This is an optimization exercise on Yosys and OpenROAD, whose aim is small area, not a production implementation.
Function was checked by simulation only, so behaviour that the tests miss may differ from the original.
Power figures rest on the tool's default switching activity, not on a simulated workload.

[flow/flow/run.sh]
#!/bin/bash
# The standard layout (standard.sh), with these changes to how the layout is made:
# - after the standard synthesis, the combinational logic between the registers is re-mapped
#   for area by ABC (flow/reabc.tcl), four times with different ABC seeds
#   (flow/reabc1..4.scr), and the smallest of the four netlists is laid out; every register
#   keeps its name and cell;
# - port buffers are sky130_fd_sc_hd__buf_1 (every input and output port still gets one);
# - the clock tree uses clkbuf_4 buffers over clusters of at most 10 flip-flops, without
#   dummy loads (smaller than the default tree; clock-pin slew stays under the limit).
# Each tool's full output goes to a log here: synth.log, reabc1..4.log, layout.log (ORFS also
# keeps each step's log under orfs/logs).
set -euo pipefail
RES=orfs/results/$FLOW_PLATFORM/sensorimotor_rx/base
bash standard.sh synth > synth.log 2>&1
cp $RES/1_2_yosys.v $RES/1_2_yosys.std.v
DONT=$(sed -n '/^export DONT_USE_CELLS/,/^#/p' $FLOW_HOME/platforms/$FLOW_PLATFORM/config.mk | grep -o 'sky130_fd_sc_hd__[A-Za-z0-9_]*' | tr '\n' ' ')
LIB=$FLOW_HOME/platforms/$FLOW_PLATFORM/lib/sky130_fd_sc_hd__tt_025C_1v80.lib
for i in 1 2 3 4; do
  LIB=$LIB NETLIST=$RES/1_2_yosys.std.v OUT=$RES/1_2_yosys.abc$i.v TOP=$FLOW_TOP \
  ABC_SCRIPT=$PWD/flow/reabc$i.scr DONT_USE="$DONT" \
    yosys -c flow/reabc.tcl > reabc$i.log 2>&1 &
done
wait
best=""; best_area=""
for i in 1 2 3 4; do
  a=$(grep "Chip area for module" reabc$i.log | tail -1 | awk '{print $NF}')
  echo "netlist $i: area $a" >> reabc_choice.log
  if [[ -n "$a" && -s $RES/1_2_yosys.abc$i.v ]]; then
    if [[ -z "$best" ]] || awk -v a="$a" -v b="$best_area" 'BEGIN{exit !(a < b)}'; then best=$i; best_area=$a; fi
  fi
done
echo "chosen: $best ($best_area)" >> reabc_choice.log
cp $RES/1_2_yosys.abc$best.v $RES/1_2_yosys.v
rm -f $RES/1_synth.odb $RES/1_synth.sdc
export BUFFER_PORTS_ARGS="-buffer_cell sky130_fd_sc_hd__buf_1"
export CTS_ARGS="-sink_clustering_enable -repair_clock_nets -dont_use_dummy_load -buf_list sky130_fd_sc_hd__clkbuf_4 -sink_clustering_size 10 -sink_clustering_max_diameter 40"
bash standard.sh > layout.log 2>&1
[flow/flow/reabc.tcl]
# Area re-mapping of the combinational logic of the standard synthesis's netlist.
# The registers (every flip-flop cell instance, with its name and cell type) are kept as they
# are: they are black boxes here, and only the logic between them is re-mapped by ABC.
set lib $::env(LIB)
set net $::env(NETLIST)
yosys read_liberty -ignore_miss_func $lib
yosys read_verilog $net
yosys hierarchy -top $::env(TOP)
yosys blackbox sky130_fd_sc_hd__df* sky130_fd_sc_hd__edf* sky130_fd_sc_hd__sdf* sky130_fd_sc_hd__sedf* sky130_fd_sc_hd__dl*
yosys stat -liberty $lib
yosys flatten
# the wires flatten made for the cells' pins are not names of the design: drop them
yosys rename -hide w:*.*
yosys opt_clean -purge
set dont {}
foreach c $::env(DONT_USE) { lappend dont -dont_use $c }
yosys abc -liberty $lib -script $::env(ABC_SCRIPT) {*}$dont
# every library cell as a black box, so that the cells ABC placed have known ports
yosys read_liberty -lib -ignore_redef $lib
# as ORFS's synthesis and the standard flow's synthesis script finish a netlist
yosys setundef -zero
yosys splitnets
yosys opt_clean -purge
yosys hilomap -singleton -hicell sky130_fd_sc_hd__conb_1 HI -locell sky130_fd_sc_hd__conb_1 LO
yosys insbuf -buf sky130_fd_sc_hd__buf_1 A X
yosys check -assert -mapped
yosys stat -liberty $lib
# left out here: hide names made inside functions
yosys write_verilog -noattr -nohex -nodec $::env(OUT)
[flow/flow/reabc1.scr]
strash
&get -n
&deepsyn -T 90 -S 1
&put
dch -f
amap
topo
[flow/flow/reabc2.scr]
strash
&get -n
&deepsyn -T 90 -S 2
&put
dch -f
amap
topo
[flow/flow/reabc3.scr]
strash
&get -n
&deepsyn -T 90 -S 3
&put
dch -f
amap
topo
[flow/flow/reabc4.scr]
strash
&get -n
&deepsyn -T 90 -S 4
&put
dch -f
amap
topo
[flow/standard.sh]
#!/bin/bash
# synth_recipe.tcl (not shown) runs the flow's synth.tcl, then flattens the netlist and writes it again
# the make line also repeats each setting of config.mk as NAME=value (left out here)
make -C /OpenROAD-flow-scripts/flow DESIGN_CONFIG=/design/flow/config.mk WORK_HOME=/design/flow/orfs CLKGATE_MAP_FILE= SYNTH_SCRIPT=/design/flow/synth_recipe.tcl "${@:-finish}"
[flow/config.mk]
export PLATFORM = sky130hd
export DESIGN_NAME = sensorimotor_rx
export DESIGN_NICKNAME = sensorimotor_rx
export VERILOG_FILES = /design/flow/design.v
export SDC_FILE = /design/flow/constraint.sdc
export NUM_CORES = 4
export LEC_CHECK = 0
export ABC_AREA = 1
export CAP_MARGIN = 20
export CORE_MARGIN = 2
export CORE_UTILIZATION = 60
export SLEW_MARGIN = 20
[flow/constraint.sdc]
create_clock -name core_clock -period 15.0 [get_ports {clk}]
set_input_delay 3.0000 -clock core_clock [delete_from_list [all_inputs] [get_ports {clk}]]
set_output_delay 3.0000 -clock core_clock [all_outputs]
set_load 0.01 [all_outputs]
[flow/design.v]
module sensorimotor_rx #(
    parameter [6:0]  DEFAULT_ID   = 7'd1,
    parameter [15:0] WDT_LIMIT    = 16'd300,
    parameter        RX_BUF_CAP   = 36,
    parameter        TX_BUF_CAP   = 14,
    parameter [15:0] T_PRE        = 16'd3,
    parameter [15:0] T_POST       = 16'd2,
    parameter [15:0] T_TRAIL      = 16'd1,
    parameter        PAGE_SIZE    = 32,
    parameter [15:0] APP_LIMIT    = 16'h0800,
    parameter [23:0] SIG_EXPECTED = 24'h1E950F
) (
    input  wire         clk,
    input  wire         rst,             
    input  wire         boot_strap,      
    input  wire [7:0]   nvm_id_in,
    input  wire [7:0]   nvm_cfg_in,
    input  wire         svc,
    input  wire         tb,
    input  wire         rx_valid,
    input  wire [7:0]   rx_data,
    output wire         rx_pop,
    output wire [7:0]   tx_data,
    output wire         tx_write,
    input  wire         tx_ready,
    input  wire         tx_complete,
    output wire         de,
    output wire         re,
    output wire         motor_enable,
    output wire         motor_disable,
    output wire         motor_set_power,
    output wire [7:0]   motor_power,
    output wire         motor_set_dir,
    output wire         motor_dir,
    output wire         motor_set_limit,
    output wire [7:0]   motor_limit,
    output wire [7:0]   cfg_flags,
    input  wire [15:0]  telem_pos,
    input  wire [15:0]  telem_cur,
    input  wire [15:0]  telem_vel,
    input  wire [15:0]  telem_vsup,
    input  wire [15:0]  telem_temp,
    input  wire [15:0]  sensor_x,
    input  wire [15:0]  sensor_y,
    input  wire [15:0]  sensor_z,
    output wire         sensor_restart,
    output wire         nvm_we,
    output wire         nvm_waddr,       
    output wire [7:0]   nvm_wdata,
    output wire                   flash_we,
    output wire [15:0]            flash_addr,
    output wire [8*PAGE_SIZE-1:0] flash_data,
    output wire                   timer_irq_mask,
    input  wire [23:0]            sig_in,
    output reg  [3:0]   phase,
    output reg  [7:0]   err_count,
    output reg  [2:0]   last_cause,
    output wire         fatal,
    output wire [1:0]   fatal_code,
    output reg  [6:0]   own_id,
    output reg          stopped,
    output wire         boot_handoff,
    output wire         sys_reset_req
);
    localparam [3:0] PH_SYNCING   = 4'd0,
                     PH_AWAITING  = 4'd1,
                     PH_GETADDR   = 4'd2,
                     PH_READING   = 4'd3,
                     PH_EATING    = 4'd4,
                     PH_VERIFYING = 4'd5,
                     PH_PENDING   = 4'd6,
                     PH_FINISHED  = 4'd7,
                     PH_ERROR     = 4'd8;
    localparam [2:0] TA_RX    = 3'd0,
                     TA_MUTE  = 3'd1,
                     TA_PRE   = 3'd2,
                     TA_TX    = 3'd3,
                     TA_DRAIN = 3'd4,
                     TA_POST  = 3'd5,
                     TA_REL   = 3'd6,
                     TA_TRAIL = 3'd7;
    localparam [2:0] CAUSE_BAD_CHECKSUM = 3'd1,
                     CAUSE_ADDR_RANGE   = 3'd2,
                     CAUSE_INACTIVITY   = 3'd3,
                     CAUSE_ID_RANGE     = 3'd4,
                     CAUSE_LEN_RANGE    = 3'd5;
    localparam [3:0] K_REQDATA  = 4'd0,    
                     K_PING     = 4'd1,    
                     K_SETV0    = 4'd2,    
                     K_SETV1    = 4'd3,    
                     K_SETID    = 4'd4,    
                     K_SENSOR   = 4'd5,    
                     K_SETLIMIT = 4'd6,    
                     K_CONFIG   = 4'd7,    
                     K_RAW      = 4'd8,    
                     K_DATA_R   = 4'd10,   
                     K_SENSOR_R = 4'd11,   
                     K_PING_R   = 4'd12,   
                     K_SETID_R  = 4'd13,   
                     K_RAW_R    = 4'd14;   
    localparam [2:0] C_OTHER = 3'd0,
                     C_S     = 3'd1,       
                     C_R     = 3'd2,       
                     C_I     = 3'd3,       
                     C_W     = 3'd4;       
    localparam [8:0] WDT_SEED = 9'h1FF,
                     WDT_LAST = 9'h02C;
    assign boot_handoff  = stopped && !variant;
    assign sys_reset_req = stopped && variant;
    assign fatal      = 1'b0;
    assign fatal_code = 2'd0;
    reg         variant;             
    reg         half_synced;         
    reg         dyn;                 
    reg  [3:0]  kop;                 
    reg  [8:0]  cnt;                 
    reg  [7:0]  nacc;                
    reg  [8:0]  wdt;                 
    reg  [7:0]  cfg;
    reg         stop_pending;        
    reg  [6:0]  cursor;              
    reg  [12:0] psum;                
    reg         rq;                  
    reg  [2:0]  ta_state;
    reg  [3:0]  ta_idx;              
    wire [2:0] ccls = ta_idx[2:0];       
    wire       phi  = ta_idx[3];         
    wire       yn   = cnt[0];
    reg  [7:0]  sh [0:31];           
    wire rx_step   = svc && !stopped;
    wire consuming = !phase[3] && !(phase[2] && phase[1]);
    wire [7:0] b   = rx_data;
    assign rx_pop  = !rst && rx_step && consuming && rx_valid;
    wire rx_byte   = rx_step && consuming && rx_valid;
    reg [3:0] kb;
    reg       kb_cmd, kb_rsp;
    always @(*) begin
        kb_cmd = 1'b1;
        kb_rsp = 1'b0;
        case (b)
            8'hC0: kb = K_REQDATA;
            8'hE0: kb = K_PING;
            8'hB0: kb = K_SETV0;
            8'hB1: kb = K_SETV1;
            8'hA0: kb = K_SETLIMIT;
            8'h70: kb = K_SETID;
            8'h50: kb = K_CONFIG;
            8'h40: kb = K_SENSOR;
            8'h55: kb = K_RAW;
            8'h80: begin kb = K_DATA_R;   kb_cmd = 1'b0; kb_rsp = 1'b1; end
            8'h41: begin kb = K_SENSOR_R; kb_cmd = 1'b0; kb_rsp = 1'b1; end
            8'hE1: begin kb = K_PING_R;   kb_cmd = 1'b0; kb_rsp = 1'b1; end
            8'h71: begin kb = K_SETID_R;  kb_cmd = 1'b0; kb_rsp = 1'b1; end
            8'h56: begin kb = K_RAW_R;    kb_cmd = 1'b0; kb_rsp = 1'b1; end
            default: begin kb = 4'd15;    kb_cmd = 1'b0; end
        endcase
    end
    wire known_b = kb_rsp || (variant ? (b == 8'h55) : kb_cmd);
    wire k_rsp   = kop[3] && (kop[2] || kop[1]);
    wire k_raw   = (kop == K_RAW);
    wire k_plen0 = (kop[3:1] == 3'b000);
    wire k_setv  = (kop[3:1] == 3'b001);
    wire [7:0] tx_byte;
    wire       tx_fire;
    wire [7:0] sub_in = (ta_state == TA_TX) ? tx_byte : b;
    wire [7:0] nacc_d = nacc - sub_in;
    wire [7:0] p0 = sh[0];
    wire cnt_zero = (cnt == 9'd0);
    wire cnt_ones = (cnt == 9'h1FF);
    wire pend      = !rst && rx_step && (phase == PH_PENDING);
    wire rt        = !variant;
    wire d_reqdata = pend && (kop == K_REQDATA);
    wire d_setv    = pend && k_setv;
    wire d_setlim  = pend && (kop == K_SETLIMIT);
    wire d_setid   = pend && (kop == K_SETID);
    wire d_config  = pend && (kop == K_CONFIG);
    wire d_sensor  = pend && (kop == K_SENSOR);
    wire d_hshake  = pend && rt && k_raw && (ccls == C_S);
    wire d_boot    = pend && variant;
    wire w_ok      = (psum == 13'd0) && !phi && !cursor[6];
    wire sig_ok    = (sig_in == SIG_EXPECTED);
    reg  boot_ok;
    always @(*) begin
        case (ccls)
            C_S, C_R: boot_ok = 1'b1;
            C_I:      boot_ok = sig_ok;
            C_W:      boot_ok = w_ok;
            default:  boot_ok = 1'b0;
        endcase
    end
    wire b_write   = d_boot && (ccls == C_W) && w_ok;
    assign motor_enable    = d_setv;
    assign motor_disable   = d_reqdata || d_hshake;
    assign motor_set_power = d_reqdata || d_setv;
    assign motor_power     = k_setv ? p0 : 8'd0;
    assign motor_set_dir   = d_setv;
    assign motor_dir       = kop[0];
    assign motor_set_limit = d_setlim;
    assign motor_limit     = p0;
    assign cfg_flags       = cfg;
    assign sensor_restart  = d_sensor;
    assign nvm_we    = d_setid || d_config;
    assign nvm_waddr = kop[0];
    assign nvm_wdata = {p0[7] || !kop[0], p0[6:0]};
    assign flash_we       = b_write;
    assign flash_addr     = {4'd0, cursor, 5'd0};
    assign timer_irq_mask = b_write;
    genvar g;
    generate
        for (g = 0; g < PAGE_SIZE; g = g + 1) begin : g_page
            assign flash_data[8*g +: 8] = sh[31-g];
        end
    endgenerate
    wire q_data = d_reqdata || d_setv;
    wire q_any  = pend && ((kop[3:2] == 2'b00) || (kop[3:1] == 3'b010) ||
                           (k_raw && (variant || (ccls == C_S))));
    reg [7:0] op_byte;
    reg [3:0] tx_len;
    always @(*) begin
        if (variant) begin
            op_byte = yn ? 8'h59 : 8'h4E;
            tx_len  = 4'd3;
        end else begin
            case (kop)
                K_PING:   begin op_byte = 8'hE1; tx_len = 4'd4;  end
                K_SETID:  begin op_byte = 8'h71; tx_len = 4'd4;  end
                K_SENSOR: begin op_byte = 8'h41; tx_len = 4'd10; end
                K_RAW:    begin op_byte = 8'h56; tx_len = 4'd4;  end
                default:  begin op_byte = 8'h80; tx_len = 4'd14; end
            endcase
        end
    end
    wire tx_last = (ta_idx == tx_len);
    assign tx_byte = tx_last                 ? nacc :
                     (ta_idx[3:1] == 3'd0)   ? 8'hFF :
                     (ta_idx == 4'd2)        ? op_byte :
                     (ta_idx == 4'd3)        ? {1'b0, own_id} : sh[31];
    assign tx_fire  = !rst && tb && (ta_state == TA_TX) && tx_ready;
    assign tx_write = tx_fire;
    assign tx_data  = tx_byte;
    assign de = (ta_state == TA_TX) || (ta_state == TA_DRAIN) || (ta_state == TA_POST) ||
                (ta_state == TA_REL) || ((ta_state == TA_PRE) && (ta_idx != 4'd12));
    assign re = (ta_state == TA_RX) || (ta_state == TA_MUTE) ||
                ((ta_state == TA_TRAIL) && (ta_idx == 4'd15));
    wire flush_go = rx_step && (phase == PH_FINISHED) && (ta_state == TA_RX) && rq;
    wire rd_byte = rx_byte && (phase == PH_READING);
    wire sh_en   = rd_byte || tx_fire;
    integer i;
    always @(posedge clk) begin
        if (q_data) begin
            sh[27] <= telem_pos[15:8];
            sh[26] <= telem_pos[7:0];
            sh[25] <= telem_cur[15:8];
            sh[24] <= telem_cur[7:0];
            sh[23] <= telem_vel[15:8];
            sh[22] <= telem_vel[7:0];
            sh[21] <= telem_vsup[15:8];
            sh[20] <= telem_vsup[7:0];
            sh[19] <= telem_temp[15:8];
            sh[18] <= telem_temp[7:0];
        end else if (d_sensor) begin
            sh[27] <= sensor_x[15:8];
            sh[26] <= sensor_x[7:0];
            sh[25] <= sensor_y[15:8];
            sh[24] <= sensor_y[7:0];
            sh[23] <= sensor_z[15:8];
            sh[22] <= sensor_z[7:0];
        end else if (sh_en) begin
            sh[0] <= b;
            for (i = 1; i < 32; i = i + 1)
                sh[i] <= sh[i-1];
        end
    end
    always @(posedge clk) begin
        if (rst) begin
            variant         <= boot_strap;
            phase           <= PH_SYNCING;
            err_count       <= 8'd0;
            last_cause      <= 3'd0;
            own_id          <= nvm_id_in[7] ? nvm_id_in[6:0] : DEFAULT_ID;
            cfg             <= nvm_cfg_in;
            stop_pending    <= 1'b0;
            stopped         <= 1'b0;
            cursor          <= 7'd0;
        end else if (rx_step) begin
            if (consuming) begin
                if (!rx_valid) begin
                    if (phase != PH_SYNCING && wdt == WDT_LAST) begin
                        phase      <= PH_ERROR;
                        last_cause <= CAUSE_INACTIVITY;
                    end
                end else begin
                    case (phase)
                        PH_SYNCING: begin
                            if (b != 8'hFF)
                                phase <= PH_FINISHED;
                            else if (half_synced)
                                phase <= PH_AWAITING;
                        end
                        PH_AWAITING: begin
                            kop <= kb;
                            if (known_b) begin
                                phase <= PH_GETADDR;
                            end else begin
                                phase <= PH_FINISHED;
                            end
                        end
                        PH_GETADDR: begin
                            if (k_rsp) begin
                                phase <= PH_EATING;
                            end else if (b[7]) begin
                                phase      <= PH_ERROR;
                                last_cause <= CAUSE_ADDR_RANGE;
                            end else if (b[6:0] == own_id) begin
                                phase <= k_plen0 ? PH_VERIFYING : PH_READING;
                            end else begin
                                phase <= PH_EATING;
                            end
                        end
                        PH_READING: begin
                            if (dyn) begin
                                if (b > 8'd34) begin
                                    phase      <= PH_ERROR;
                                    last_cause <= CAUSE_LEN_RANGE;
                                end
                            end else if (cnt_zero) begin
                                phase <= PH_VERIFYING;
                            end
                        end
                        PH_EATING: begin
                            if (!dyn && cnt_ones)
                                phase <= PH_FINISHED;
                        end
                        default: begin  
                            if (nacc_d != 8'h00) begin
                                phase      <= PH_ERROR;
                                last_cause <= CAUSE_BAD_CHECKSUM;
                            end else if ((kop == K_SETID) && p0[7]) begin
                                phase      <= PH_ERROR;
                                last_cause <= CAUSE_ID_RANGE;
                            end else begin
                                phase <= PH_PENDING;
                            end
                        end
                    endcase
                end
            end else begin
                case (phase)
                    PH_PENDING: begin
                        if (d_setid)  own_id          <= p0[6:0];
                        if (d_config) cfg             <= p0;
                        if (d_hshake || (d_boot && (ccls == C_R))) stop_pending <= 1'b1;
                        if (b_write)  cursor          <= cursor + 7'd1;
                        phase <= PH_FINISHED;
                    end
                    PH_FINISHED: begin
                        if (ta_state == TA_RX && !rq) begin
                            if (stop_pending)
                                stopped <= 1'b1;
                            phase <= PH_SYNCING;
                        end
                    end
                    default: begin  
                        if (err_count != 8'hFF)
                            err_count <= err_count + 8'd1;
                        phase <= PH_FINISHED;
                    end
                endcase
            end
        end
    end
    always @(posedge clk) begin
        if (rx_byte) begin
            if (phase == PH_GETADDR)
                cnt <= k_rsp ? ((kop == K_DATA_R) ? 9'd9 : (kop == K_SENSOR_R) ? 9'd5 : 9'h1FF) :
                               (k_plen0 ? 9'h1FF : 9'd0);
            else
                cnt <= dyn ? {1'b0, b} : cnt - 9'd1;
        end else if (pend) begin
            cnt[0] <= boot_ok;
        end
    end
    always @(posedge clk) begin
        if (rx_byte)
            wdt <= WDT_SEED;
        else if (svc)
            wdt <= {wdt[7:0], wdt[8] ^ wdt[4]};
    end
    always @(posedge clk) begin
        if (rx_byte)
            dyn <= (phase == PH_GETADDR) && k_raw;
    end
    always @(posedge clk) begin
        if (rst)
            half_synced <= 1'b0;
        else if (rx_byte)
            half_synced <= (phase == PH_SYNCING) ? ((b == 8'hFF) && !half_synced) :
                           (phase == PH_READING) && dyn;
        else if (rx_step && phase == PH_ERROR)
            half_synced <= 1'b0;
    end
    always @(posedge clk) begin
        if (!rst && rx_byte)
            nacc <= (phase == PH_SYNCING) ? 8'h02 : nacc_d;
        else if (tx_fire)
            nacc <= nacc_d;
    end
    always @(posedge clk) begin
        if (rd_byte) begin
            if (cnt == 9'd33)
                psum[7:0] <= b;
            else if (cnt == 9'd32)
                psum[12:8] <= b[4:0];
            else
                psum <= psum - {5'd0, b};
        end
    end
    always @(posedge clk) begin
        if (rst) begin
            ta_state <= TA_RX;
            rq       <= 1'b0;
        end else begin
            if (q_any)
                rq <= 1'b1;
            if (flush_go)
                ta_state <= TA_MUTE;
            if (rd_byte && half_synced) begin
                case (b)
                    8'h53:   ta_idx[2:0] <= C_S;
                    8'h52:   ta_idx[2:0] <= C_R;
                    8'h49:   ta_idx[2:0] <= C_I;
                    8'h57:   ta_idx[2:0] <= (cnt == 9'd34) ? C_W : C_OTHER;
                    default: ta_idx[2:0] <= C_OTHER;
                endcase
            end
            if (rd_byte && cnt == 9'd32)
                ta_idx[3] <= |b[7:5];
            if (tb) begin
                case (ta_state)
                    TA_RX: ;
                    TA_MUTE: begin
                        ta_idx   <= 4'd12;
                        ta_state <= TA_PRE;
                    end
                    TA_PRE: begin
                        ta_idx <= ta_idx + 4'd1;         
                        if (ta_idx == 4'd15) ta_state <= TA_TX;
                    end
                    TA_TX: begin
                        if (tx_ready) begin
                            ta_idx <= ta_idx + 4'd1;
                            if (tx_last)
                                ta_state <= TA_DRAIN;
                        end
                    end
                    TA_DRAIN: begin
                        if (tx_complete) begin
                            ta_idx   <= 4'd13;
                            ta_state <= TA_POST;
                        end
                    end
                    TA_POST: begin
                        ta_idx <= ta_idx + 4'd1;         
                        if (ta_idx == 4'd15) ta_state <= TA_REL;
                    end
                    TA_REL: begin
                        ta_idx   <= 4'd14;
                        ta_state <= TA_TRAIL;
                    end
                    TA_TRAIL: begin
                        ta_idx <= ta_idx + 4'd1;         
                        if (ta_idx == 4'd15) begin
                            rq       <= 1'b0;
                            ta_state <= TA_RX;
                        end
                    end
                endcase
            end
        end
    end
endmodule
==> results.sh <==
export IMPL_result_of_the_run="finished clean"
export IMPL_grt_setup_unrepaired="no"
export IMPL_areaGrowthSynthToFinish_pct=19.43
export IMPL_drt_wirelength_per_cell_um=23.68
export IMPL_path_cells="buf_1 > clkinv_1 > nor2_1 > nand4_1 > nor3_1 > nand3_1 > nor2_4 > buf_4 > buf_1"
export IMPL_number_of_remaining_drc_errors=0
export IMPL_post_cts_hold_buffer_count=0
export IMPL_effective_utilization_at_floorplan=0.6099
export IMPL_critPathTopFamily="buffers and inverters"
export IMPL_fp_row_count=56
export IMPL_die_width_um=158.2
export IMPL_worstPathMaxFanout=83
export IMPL_die_y_um=158.2
export IMPL_hpwlAfterDp_um=36840
export IMPL_dr_max_layer_used="met5"
export IMPL_m1WireLength_um=17980
export IMPL_first_global_vias=10880
export IMPL_clk_insertion_delay_late_ps=680
export IMPL_grt_overflow=0
export IMPL_synth_warnings=2
export IMPL_synthesis_instances=1132
export IMPL_fin_setup_tns_ps=0
export IMPL_finalMaxSlewViolations=0
export IMPL_hold_viol_final=0
export IMPL_synthesis_area_sq_um=14270
export IMPL_timing_critical_path_to_type="output port"
export IMPL_fmax_mhz=114.0
export IMPL_min_delay_path_class="register to register"
export IMPL_power_density_nw_per_um2=94.57
export IMPL_maxCapViolations=0
export IMPL_io_pin_count=539
export IMPL_timing_slew_headroom=0.2428
export IMPL_power_static_leakage_nw=5.301
export IMPL_clockRootBuffer="sky130_fd_sc_hd__clkbuf_4"
export IMPL_num_vias=12200
export IMPL_max_stage_delay_ps=720
export IMPL_antenna_left=0
export IMPL_worst_slack_at_placement_ps=6122
export IMPL_antenna_found_initial=6
export IMPL_clock_sinks=349
export IMPL_dieArea_sq_um=25040
export IMPL_cts_inserted_buffers=43
export IMPL_ir_worst_vdd_mv=0.07686
export IMPL_fp_coreArea_sq_um=23400
export IMPL_share_of_post_route_cells_with_drive_strength_above_1=0.03432
export IMPL_worstPathArrival_ps=5770
export IMPL_met2WireLength_um=22960
export IMPL_drtIter0Drc=1641
export IMPL_critical_path_most_common_cell="sky130_fd_sc_hd__buf_1"
export IMPL_share_of_the_clock_period_used_by_the_worst_path=0.5850
export IMPL_drt_total_wl_um=47840
export IMPL_drt_first_pass_iters=6
export IMPL_cts_setup_buffers=0
export IMPL_setup_slack_ps=6225
export IMPL_cts_resized=0
export IMPL_wl_met3_um=5449
export IMPL_viasPerCell=6.038
export IMPL_grt_first_pass_wirelength_um=66590
export IMPL_post_synth_cell_area_avg_sq_um=12.61
export IMPL_endpoints_failing_setup=0
export IMPL_place_port_buffers=526
export IMPL_timing_worst_slew_pin_value_ps=1125
export IMPL_timing_critical_path_slowest_stage_cell="sky130_fd_sc_hd__buf_4"
export IMPL_worst_path_required_time_ps=12000
export IMPL_clkTransAtPathRegs_ps=100
export IMPL_maximum_number_of_pins_on_one_net_before_global_route_repair=87
export IMPL_h_tree_levels=2
export IMPL_place_congestion=1.001
export IMPL_groute_usage_overall=0.3682
export IMPL_finClkSkew_ps=58.39
export IMPL_nNetsFinal=1876
export IMPL_tritoncts_clock_tree="built"
export IMPL_fin_crit_ps=8775
export IMPL_cts_path_max_buffers=3
export IMPL_crit_buf_inv=4
export IMPL_setup_crit_path_kind="input pin to output port"
export IMPL_fillerInstances=1732
export IMPL_startpoint_type="input pin"
[where the power goes]
part | total (W) | internal [W] | switching [W] | leakage [nW]
Sequential | 0.00108 | 0.00106 | 0.0000146 | 3.13
Combinational | 0.000115 | 0.0000387 | 0.0000760 | 1.97
Clock | 0.000420 | 0.000132 | 0.000288 | 0.198
[state kept, by name (all words and copies together), names as in the netlist, 7 cells and up]
name	count
cfg	8
cnt	9
cursor	7
err_count	8
nacc	8
own_id	7
psum	13
sh	256
wdt	9
[routing by layer]
| layer | up-vias | track usage |
|---|---|---|
| li1 | 5422 | - |
| met4 | 2 | 0.1356 |
| met3 | 104 | 0.08787 |
| met2 | 841 | 0.5762 |
| met5 | - | 0 |
| met1 | 5828 | 0.5083 |
[through the flow]
| stage | util | cells | power [W] | hold WS (ps) | cell area [sq um] |
|---|---|---|---|---|---|
| floorplan | - | 1143 | 0.001154 | 437.6 | 14310 |
| global placement | 0.7123 | 1965 | 0.001209 | 428.8 | 16670 |
| detailed placement | 0.7123 | 1965 | 0.001210 | 430.1 | 16670 |
| CTS | 0.7261 | 2008 | 0.001612 | 431.3 | 16990 |
| global route | 0.7278 | 2015 | 0.001664 | 448.1 | 17030 |
| finish | 0.7283 | 2020 | 0.001612 | 432.9 | 17050 |
[final cells by class]
class                      count  area (sq um)  area share
sequential                   349         10100      0.5925
antenna                       11         27.53    0.001615
multi-input combinational    616          3592      0.2107
timing repair buffer         534          2048      0.1202
clock buffer                  43         322.8     0.01894
inverter                     148         555.5     0.03259
tap                          319         399.1     0.02342
[path summary, 6_finish.rpt]
check        slack, ps         endpoint  depth (start not counted)  startpoint
min                430        sh[16][7]                          0   sh[15][7]
min reg2reg        430        sh[16][7]                          0   sh[15][7]
max reg2reg       8380    last_cause[2]                         23      kop[2]
max               6230  motor_set_power                          9         svc
[cell usage in the layout, fill, tap and decap left out, drive strengths merged, types with 12 or more instances in the layout]
| master | instances |
|---|---|
| buf | 533 |
| o21ai | 69 |
| a21oi | 34 |
| o22a | 41 |
| conb | 12 |
| a222oi | 50 |
| nand2 | 87 |
| o221ai | 12 |
| o22ai | 20 |
| edfxtp | 311 |
| nor2 | 127 |
| dfxtp | 38 |
| nand3 | 17 |
| nor3 | 37 |
| clkinv | 148 |
| clkbuf | 44 |

[what the ideal ports hide]
The results above use ideal ports. As a check the final layout listed here was re-extracted and re-timed, cells and wires unchanged. Step 1, drivers: a clkbuf_16 drives clk and a buf_2 each remaining input, both assumed. Step 2 also shifts input and output timing later by t, the mid clock arrival at the registers, as if the neighbouring blocks saw the same clock. Slacks: ideal / step 1 / step 2; pairs: ideal / step 1.
shift t [ns]: 0.697
setup WS [ns]: 6.225 / 6.197 / 6.197
slew at the worst register clock pin (ns): 0.11 / 0.11
worst slew at a driven data input, ns: 0.15
After both steps setup and hold are still met in this run. For this run, drivers alone change the setup slack by -0.028 ns; drivers and shift together by -0.028 ns.
